Source: an optimization exercise on an open RTL-to-GDS flow (aim: small area, a short achievable clock period and few clock cycles). Production flows keep margins and buffers that such runs may drop. Power is estimated from default activity; no workload was simulated.

## cv_repack
module cv_repack (
    input  wire        clk,
    input  wire        rst,
    input  wire        cmd_valid,
    output wire        cmd_ready,
    input  wire [5:0]  cmd_old_w,
    input  wire [5:0]  cmd_new_w,
    input  wire [8:0]  cmd_count,
    input  wire        in_valid,
    output wire        in_ready,
    input  wire [31:0] in_data,
    output wire        out_valid,
    input  wire        out_ready,
    output wire [31:0] out_data,
    output reg         done_valid,
    output reg  [5:0]  done_bits,
    output reg         done_err
);
Size in the first run: ~2000 cells after synthesis, roughly 100 I/O pins, about 21000 sq um of cells after synthesis.
==> flow/config.mk <==
export PLATFORM = sky130hd
export DESIGN_NAME = cv_repack
export DESIGN_NICKNAME = cv_repack
export VERILOG_FILES = /design/flow/design.v
export SDC_FILE = /design/flow/constraint.sdc
export NUM_CORES = 4
export LEC_CHECK = 0
export ABC_AREA = 0
export ABC_CLOCK_PERIOD_IN_PS = 3000
export CAP_MARGIN = 20
export CORE_MARGIN = 2
export CORE_UTILIZATION = 40
export PLACE_DENSITY = 0.6
export SETUP_SLACK_MARGIN = 4.5
export SLEW_MARGIN = 20
==> flow/constraint.sdc <==
create_clock -name core_clock -period 8.0 [get_ports {clk}]
set_input_delay 1.6000 -clock core_clock [delete_from_list [all_inputs] [get_ports {clk}]]
set_output_delay 1.6000 -clock core_clock [all_outputs]
set_load 0.01 [all_outputs]
run.sh (not shown) runs the stock make flow with config.mk's settings and CLKGATE_MAP_FILE= SYNTH_SCRIPT=/design/flow/synth_recipe.tcl, a recipe that flattens the netlist after the stock synthesis.
Rerun with:
--- a/flow/design.v
+++ b/flow/design.v
@@ -29,26 +29,25 @@
         input [31:0] v;
         integer k;
         begin
             bits_needed = 6'd0;
             for (k = 0; k < 32; k = k + 1)
                 if (v[k])
                     bits_needed = k[5:0] + 6'd1;
         end
     endfunction
     reg  [5:0]  ow, nw;
     reg  [8:0]  ecnt;          
     reg         busy;          
-    reg  [31:0] r0, r1, r2;    
-    reg  [1:0]  wr, rw;
+    reg  [31:0] r0, r1, r2;
     reg  [1:0]  cnt;           
     reg  [4:0]  rp;
     reg  [4:0]  wpr;           
     reg  [5:0]  sp;            
     reg  [1:0]  lead;          
     reg  [2:0]  cr;            
     reg         ev;
     reg  [31:0] e;             
     reg  [5:0]  e_nw;
     reg  [4:0]  e_wp;
     reg         e_cpl, e_last, e_fl;
     reg  [31:0] wacc;          
@@ -65,39 +64,25 @@
     assign in_ready  = irdy;
     wire   load      = in_valid && irdy;
     assign out_valid = ov;
     assign out_data  = obuf;
     wire   ofree     = !ov || out_ready;
     wire [6:0]  s     = {2'b0, rp} + {1'b0, ow};        
     reg         owz;           
     reg         fits;          
     reg         last;          
     wire        avail = busy && (owz || cnt[1] || (cnt[0] && fits));
     wire [5:0]  lim   = 6'd32 - ow;
     wire [6:0]  t     = {2'b0, wpr} + {1'b0, nw};
-    wire [1:0]  rw1   = (rw == 2'd2) ? 2'd0 : rw + 2'd1;
-    reg  [31:0] blo, bhi;
-    always @(*) begin
-        case (rw)
-            2'd0:    blo = r0;
-            2'd1:    blo = r1;
-            default: blo = r2;
-        endcase
-        case (rw1)
-            2'd0:    bhi = r0;
-            2'd1:    bhi = r1;
-            default: bhi = r2;
-        endcase
-    end
-    wire [63:0] fx    = {bhi, blo};
+    wire [63:0] fx    = {r1, r0};
     wire [47:0] f4    = rp[4] ? fx[63:16] : fx[47:0];
     wire [39:0] f3    = rp[3] ? f4[47:8]  : f4[39:0];
     wire [35:0] f2    = rp[2] ? f3[39:4]  : f3[35:0];
     wire [33:0] f1    = rp[1] ? f2[35:2]  : f2[33:0];
     wire [31:0] fun   = rp[0] ? f1[32:1]  : f1[31:0];
     wire [31:0] elem  = fun & low_mask(ow);
     wire [31:0] m_e   = low_mask(e_nw);
     wire [31:0] en    = e;
     wire [6:0]  e_end = {2'b0, e_wp} + {1'b0, e_nw};
     wire [31:0] fin_m = e_last ? low_mask({1'b0, e_end[4:0]}) : 32'hffff_ffff;
     wire        e_err = ((e & ~m_e) != 32'd0);
     wire [5:0]  e_bn  = bits_needed(e);
@@ -121,50 +106,39 @@
     wire        cmd_zero = (cmd_count == 9'd0);
     wire        busy_n = accept || (busy && !(take && last));
     wire [2:0]  cr_n   = accept ? {2'd0, !cmd_zero && (cmd_old_w != 6'd0)}
                                 : cr + {2'd0, sinc} - {2'd0, load};
     wire [1:0]  cnt_n  = (take && last) ? 2'd0 : cnt + {1'b0, load} - {1'b0, pop_w};
     always @(posedge clk) begin
         if (rst) begin
             crdy       <= 1'b1;
             irdy       <= 1'b0;
             busy       <= 1'b0;
             ecnt       <= 9'd0;
             cnt        <= 2'd0;
-            wr         <= 2'd0;
-            rw         <= 2'd0;
             lead       <= 2'd0;
             cr         <= 3'd0;
             ev         <= 1'b0;
             ov         <= 1'b0;
             fl         <= 1'b0;
             dpend      <= 1'b0;
             maxb       <= 6'd0;
             errb       <= 1'b0;
             done_valid <= 1'b0;
         end else begin
             crdy <= !busy_n;
             irdy <= (cr_n != 3'd0) && (cnt_n != 2'd3);
             busy <= busy_n;
             cr   <= cr_n;
             cnt  <= cnt_n;
-            if (take && last) begin
-                wr <= 2'd0;
-                rw <= 2'd0;
-            end else begin
-                if (load)
-                    wr <= (wr == 2'd2) ? 2'd0 : wr + 2'd1;
-                if (pop_w)
-                    rw <= rw1;
-            end
             if (accept) begin
                 ow   <= cmd_zero ? 6'd0 : cmd_old_w;
                 nw   <= cmd_zero ? 6'd0 : cmd_new_w;
                 ecnt <= cmd_zero ? 9'd1 : cmd_count;
                 owz  <= cmd_zero || (cmd_old_w == 6'd0);
                 fits <= 1'b1;
                 last <= cmd_zero || (cmd_count == 9'd1);
                 sp   <= cmd_zero ? 6'd0 : cmd_old_w;
                 lead <= 2'd1;
                 rp   <= 5'd0;
                 wpr  <= 5'd0;
             end else begin
@@ -189,31 +163,35 @@
                 ov <= 1'b0;
             if (flush)
                 fl <= 1'b0;
             else if (wtake && e_last)
                 fl <= e_fl;
             if (wtake) begin
                 maxb <= e_last ? 6'd0 : ((e_bn > maxb) ? e_bn : maxb);
                 errb <= e_last ? 1'b0 : (errb || e_err);
             end
             dpend      <= (wtake && e_last) || (dpend && !done_now);
             done_valid <= done_now;
         end
-        if (irdy) begin
-            case (wr)
-                2'd0:    r0 <= in_data;
-                2'd1:    r1 <= in_data;
-                default: r2 <= in_data;
-            endcase
-        end
+        if (pop_w) begin
+            r0 <= (cnt == 2'd1) ? in_data : r1;
+            r1 <= (cnt == 2'd2) ? in_data : r2;
+        end else begin
+            if (cnt == 2'd0)
+                r0 <= in_data;
+            if (cnt == 2'd1)
+                r1 <= in_data;
+        end
+        if (cnt == 2'd2 && !pop_w)
+            r2 <= in_data;
         if (take) begin
             e      <= elem;
             e_nw   <= nw;
             e_wp   <= wpr;
             e_cpl  <= t[5];
             e_last <= last;
             e_fl   <= (t[4:0] != 5'd0);
         end
         if (wtake && e_last) begin
             done_bits <= (e_bn > maxb) ? e_bn : maxb;
             done_err  <= errb || e_err;
         end
Effect:
- The new run finished clean
- total power came out higher by a few percent
- worst setup slack improved by 35 ps
- combinational power barely changes
- die area goes down by a few percent
- wire length fell by a few percent
No run of this note included a check of the RTL's function; only the layout flow was run.

==> re-timing with driven ports <==
The results above use ideal ports. As a check the final layouts listed here were re-extracted and re-timed, cells and wires unchanged. Step 1 (the two cells are an assumption about what drives the block):
set clk [get_ports {clk}]
set_driving_cell -lib_cell sky130_fd_sc_hd__clkbuf_16 $clk
set_driving_cell -lib_cell sky130_fd_sc_hd__buf_2 [delete_from_list [all_inputs] $clk]
Step 2 also shifts input and output timing later by t, the mid clock arrival at the registers, as if the neighbouring blocks saw the same clock. a / b / c = no drivers / after step 1 / after step 2; a / b = the first two.
run	t, ns	setup slack, ns	slew at the worst register clock pin (ns)
the first run	0.603	4.530 / 4.530 / 4.113	0.07 / 0.07
the second run	0.596	4.565 / 4.594 / 3.998	0.06 / 0.06
After both steps every run listed still meets setup and hold. For the second run, which loses most, drivers alone change the setup slack by +0.029 ns; drivers and shift together by -0.567 ns.
